Source: an optimization exercise on an open RTL-to-GDS flow (aim: small area, a short achievable clock period and few clock cycles). Production flows keep margins and buffers that such runs may drop. RTL that was checked went through simulation tests only; none was proved equivalent to the original. No activity file was given, so power comes from the tool's default toggle rates.

## red
// jbang_seq
module jbang_seq (
    input  wire        clk,
    input  wire        rst,           
    input  wire [2:0]  bus_addr,      
    input  wire        bus_we,
    input  wire [31:0] bus_wdata,
    output reg  [31:0] bus_rdata,
    output reg         jtag_trst_n,
    output reg         jtag_tck,
    output reg         jtag_tms,
    output reg         jtag_tdi,
    input  wire        jtag_tdo
);
Size: roughly 1900 cells after synthesis, about 200 flip-flops, ~75 I/O pins, ~14000 um2 of cells after synthesis.
make LEC_CHECK=0 CAP_MARGIN=20 CORE_MARGIN=2 CORE_UTILIZATION=40 PLACE_DENSITY=0.6 SETUP_SLACK_MARGIN=3.0 SLEW_MARGIN=20 SYNTH_HIERARCHICAL=1 SYNTH_MEMORY_MAX_BITS=16384 finish   # period 8.0 ns
run.sh (not shown) runs the stock make flow with config.mk's settings and CLKGATE_MAP_FILE= SYNTH_SCRIPT=/design/flow/synth_recipe.tcl, a recipe that flattens the netlist after the stock synthesis.
red completed end to end with timing, DRC and antenna clean.
Testbench counts of red, summed over its fixed seeds: cycles 293,374.
Changes in blue relative to red:
# red
export LEC_CHECK = 0
export CAP_MARGIN = 20
export CORE_MARGIN = 2
export CORE_UTILIZATION = 40
export PLACE_DENSITY = 0.6
export SETUP_SLACK_MARGIN = 3.0
export SLEW_MARGIN = 20
export SYNTH_HIERARCHICAL = 1
export SYNTH_MEMORY_MAX_BITS = 16384
create_clock -name core_clock -period 8.0 [get_ports {clk}]
# blue
export LEC_CHECK = 0
export CAP_MARGIN = 20
export CORE_MARGIN = 2
export CORE_UTILIZATION = 40
export PLACE_DENSITY = 0.6
export SETUP_SLACK_MARGIN = 3.5
export SLEW_MARGIN = 20
export SYNTH_HIERARCHICAL = 1
export SYNTH_MEMORY_MAX_BITS = 16384
create_clock -name core_clock -period 8.0 [get_ports {clk}]
==> comparison <==
- red has a lower via count of the routed design than blue.
- blue: share of cell area taken by flip-flops and latches 1.1 points below red
- The run with more setup slack is blue; red has less.
- Going from red to blue, final total power grows by about 4.4%.
- blue against red: worst hold slack was more or less identical, routed wire length higher.
- Run comparison: blue start point of the critical path bus_addr[0]; red start point of the critical path bus_addr[2]
Here is what was changed in the inputs of green compared with blue.
# blue
export LEC_CHECK = 0
export CAP_MARGIN = 20
export CORE_MARGIN = 2
export CORE_UTILIZATION = 40
export PLACE_DENSITY = 0.6
export SETUP_SLACK_MARGIN = 3.5
export SLEW_MARGIN = 20
export SYNTH_HIERARCHICAL = 1
export SYNTH_MEMORY_MAX_BITS = 16384
create_clock -name core_clock -period 8.0 [get_ports {clk}]
# green
export LEC_CHECK = 0
export CAP_MARGIN = 20
export CORE_MARGIN = 2
export CORE_UTILIZATION = 60
export PLACE_DENSITY = 0.75
export SETUP_SLACK_MARGIN = 3.5
export SLEW_MARGIN = 20
export SYNTH_HIERARCHICAL = 1
export SYNTH_MEMORY_MAX_BITS = 16384
create_clock -name core_clock -period 8.0 [get_ports {clk}]
green reached the final stage; the timing, design-rule and antenna checks on its layout passed. Relative to blue, green degrades final critical-path required period. green: die area lower than blue. green packs its core tighter than blue. Minimum setup slack among reg-to-reg paths (lower): green. | slew at the pin with the worst max-slew slack | higher: green |. Compared with blue, green shows layout buffer count excluding clock buffers lower by about 5%. Antenna cell count on green is up relative to blue. Cmp green and blue / clock skew / higher: green. Looking at green and blue, the fraction of layout instances using a drive strength above 1 is a wash. Share of the final layout cell area in sequential cells: green vs blue up 0.49 points. Wire length on green is down relative to blue.
--- input diff green..orange ---
# green
export LEC_CHECK = 0
export CAP_MARGIN = 20
export CORE_MARGIN = 2
export CORE_UTILIZATION = 60
export PLACE_DENSITY = 0.75
export SETUP_SLACK_MARGIN = 3.5
export SLEW_MARGIN = 20
export SYNTH_HIERARCHICAL = 1
export SYNTH_MEMORY_MAX_BITS = 16384
create_clock -name core_clock -period 8.0 [get_ports {clk}]
# orange
export LEC_CHECK = 0
export CAP_MARGIN = 20
export CORE_MARGIN = 2
export CORE_UTILIZATION = 40
export CTS_CLUSTER_DIAMETER = 60
export CTS_CLUSTER_SIZE = 25
export PLACE_DENSITY = 0.6
export SETUP_SLACK_MARGIN = 3.5
export SLEW_MARGIN = 20
export SYNTH_HIERARCHICAL = 1
export SYNTH_MEMORY_MAX_BITS = 16384
create_clock -name core_clock -period 8.0 [get_ports {clk}]
Findings:
- In the tables for orange and green, minimum clock period reads lower with orange.
- green did not stop at any stage, and its layout met the timing, design-rule and antenna checks.
- orange was carried through to the last stage, and its layout satisfied the timing, design-rule and antenna checks.
- Relative to green, the first-pass GRT wire length measured on orange has increased by a few percent.
- From green to orange, count of mapped cells out of synthesis did not move at all.
- Any difference in worst-case hold slack between orange and green is small enough to ignore.
- orange -> green: sequential power flat
- | power dissipated in the clock network | green vs orange | ≈ equal |
- Diff green -> orange: first-pass detailed-route iteration total dropped 2; register cell area after layout comparable.
- bus_addr[0] as the critical path launch point was reported by orange, and upc[1] by green.
- Lower buffers plus inverters on the worst setup path among orange and green: green
Inputs modified between orange and purple:
# orange
export LEC_CHECK = 0
export CAP_MARGIN = 20
export CORE_MARGIN = 2
export CORE_UTILIZATION = 40
export CTS_CLUSTER_DIAMETER = 60
export CTS_CLUSTER_SIZE = 25
export PLACE_DENSITY = 0.6
export SETUP_SLACK_MARGIN = 3.5
export SLEW_MARGIN = 20
export SYNTH_HIERARCHICAL = 1
export SYNTH_MEMORY_MAX_BITS = 16384
create_clock -name core_clock -period 8.0 [get_ports {clk}]
# purple
export LEC_CHECK = 0
export CAP_MARGIN = 20
export CORE_MARGIN = 2
export CORE_UTILIZATION = 40
export CTS_CLUSTER_DIAMETER = 50
export CTS_CLUSTER_SIZE = 30
export PLACE_DENSITY = 0.6
export SETUP_SLACK_MARGIN = 3.5
export SLEW_MARGIN = 20
export SYNTH_HIERARCHICAL = 1
export SYNTH_MEMORY_MAX_BITS = 16384
create_clock -name core_clock -period 8.0 [get_ports {clk}]
Notes after the runs:
Status: count of endpoints failing setup in the final report parity (purple, orange)
[compare] base=orange new=purple: final area went down by about 0.54%; non-filler instance count after layout went down by 0.34%.
In purple, the wire length on met1 came out 0.58% above the value in orange.

========
jbang_seq, a different RTL version from the one above (not shown whole).
For scale: roughly 1800 cells after synthesis, roughly 200 flip-flops, ~75 I/O pins.
Settings: LEC_CHECK=0, CAP_MARGIN=20, CORE_MARGIN=2, CORE_UTILIZATION=40, PLACE_DENSITY=0.6, SETUP_SLACK_MARGIN=4.5, SLEW_MARGIN=20, SYNTH_HIERARCHICAL=1, SYNTH_MEMORY_MAX_BITS=16384; clock period 8.0 ns.
The first run completed with no timing, DRC or antenna violations.
Next try:
--- a/flow/config.mk
+++ b/flow/config.mk
@@ -12 +12 @@
-export SETUP_SLACK_MARGIN = 4.5
+export SETUP_SLACK_MARGIN = 3.5
Via count goes down by 4.7%.
Synthesized area stays the same.
Power went down by 8.8%.
Synthesized cell count stays the same.
Critical path depth drops by 7.
Non-clock buffer count came out lower by 87.
Wire length decreases by 7.5%.
Cell area drops by 11%.
Maximum frequency falls by 3.2%.
Sequential share of layout area went up by 2.5 points.
Worst setup slack loses 0.14 ns.
Function was not checked in any run of this note: the RTL went through the layout flow alone.

========
Setup of the baseline:
jbang_seq, a different RTL version from the one above (not shown whole).
Size: ~1,800 cells after synthesis, roughly 200 flip-flops, ~75 I/O pins, roughly 14,000 µm² of cells after synthesis.
Settings: LEC_CHECK=0, CAP_MARGIN=20, CORE_MARGIN=2, CORE_UTILIZATION=40, PLACE_DENSITY=0.6, SETUP_SLACK_MARGIN=3.3, SLEW_MARGIN=20, SYNTH_HIERARCHICAL=1, SYNTH_MEMORY_MAX_BITS=16384; clock period 8.0 ns.
Testbench counts of the baseline, summed over its fixed seeds: cycles 296,555.
[inputs] the candidate vs the baseline
--- a/flow/config.mk
+++ b/flow/config.mk
@@ -11,3 +11,3 @@
 export PLACE_DENSITY = 0.6
-export SETUP_SLACK_MARGIN = 3.3
+export SETUP_SLACK_MARGIN = 3.5
 export SLEW_MARGIN = 20
==> results.txt <==
Comparing the baseline and the candidate, the higher area growth from synthesis to layout was measured on the candidate.
Cmp the candidate vs the baseline: number of DRC markers after the initial detailed-route iteration higher in the candidate
Sequential power across the baseline and the candidate: no real change.
[compare] base=the baseline new=the candidate: combinational cell fraction of total power higher, final instance area higher, final cycle utilization of the critical path lower, internal power of the cells higher.

[static timing again, ports no longer ideal]
No port has a modelled driver above. Below, the same layouts with a new extraction and two added sets of constraints.
Step 1 assumes that a clkbuf_16 drives the clock port and a buf_2 every other input.
Step 2 moves the port delays by t, midway between the first and last clock arrival at a register: inputs arrive t later, outputs are due t later. That takes back most of the time a late clock gives input paths.
Slacks: ideal / step 1 / step 2; pairs: ideal / step 1.
| run | t, ns | setup slack, ns | hold WS [ns] | slew at the worst register clock pin (ns) |
|---|---|---|---|---|
| red | 0.616 | 3.028 / 2.989 / 2.862 | 0.474 / 0.474 / 0.474 | 0.07 / 0.07 |
| blue | 0.613 | 3.520 / 3.432 / 3.003 | 0.476 / 0.476 / 0.476 | 0.07 / 0.07 |
| green | 0.600 | 3.466 / 3.414 / 3.141 | 0.473 / 0.473 / 0.473 | 0.07 / 0.07 |
| orange | 0.592 | 3.533 / 3.439 / 3.192 | 0.476 / 0.476 / 0.476 | 0.09 / 0.09 |
| purple | 0.625 | 3.525 / 3.435 / 2.963 | 0.477 / 0.477 / 0.477 | 0.08 / 0.08 |
| the first run of note 2 | 0.597 | 3.654 / 3.604 / 3.457 | 0.466 / 0.466 / 0.466 | 0.07 / 0.07 |
| the second run of note 2 | 0.611 | 3.512 / 3.377 / 3.062 | 0.470 / 0.470 / 0.470 | 0.06 / 0.06 |
| the baseline | 0.614 | 3.318 / 3.289 / 3.168 | 0.473 / 0.473 / 0.473 | 0.06 / 0.06 |
| the candidate | 0.617 | 3.496 / 3.462 / 3.185 | 0.470 / 0.470 / 0.470 | 0.07 / 0.07 |
After both steps every run listed still meets setup and hold. For purple, which loses most, drivers alone change the setup slack by -0.090 ns; drivers and shift together by -0.562 ns.
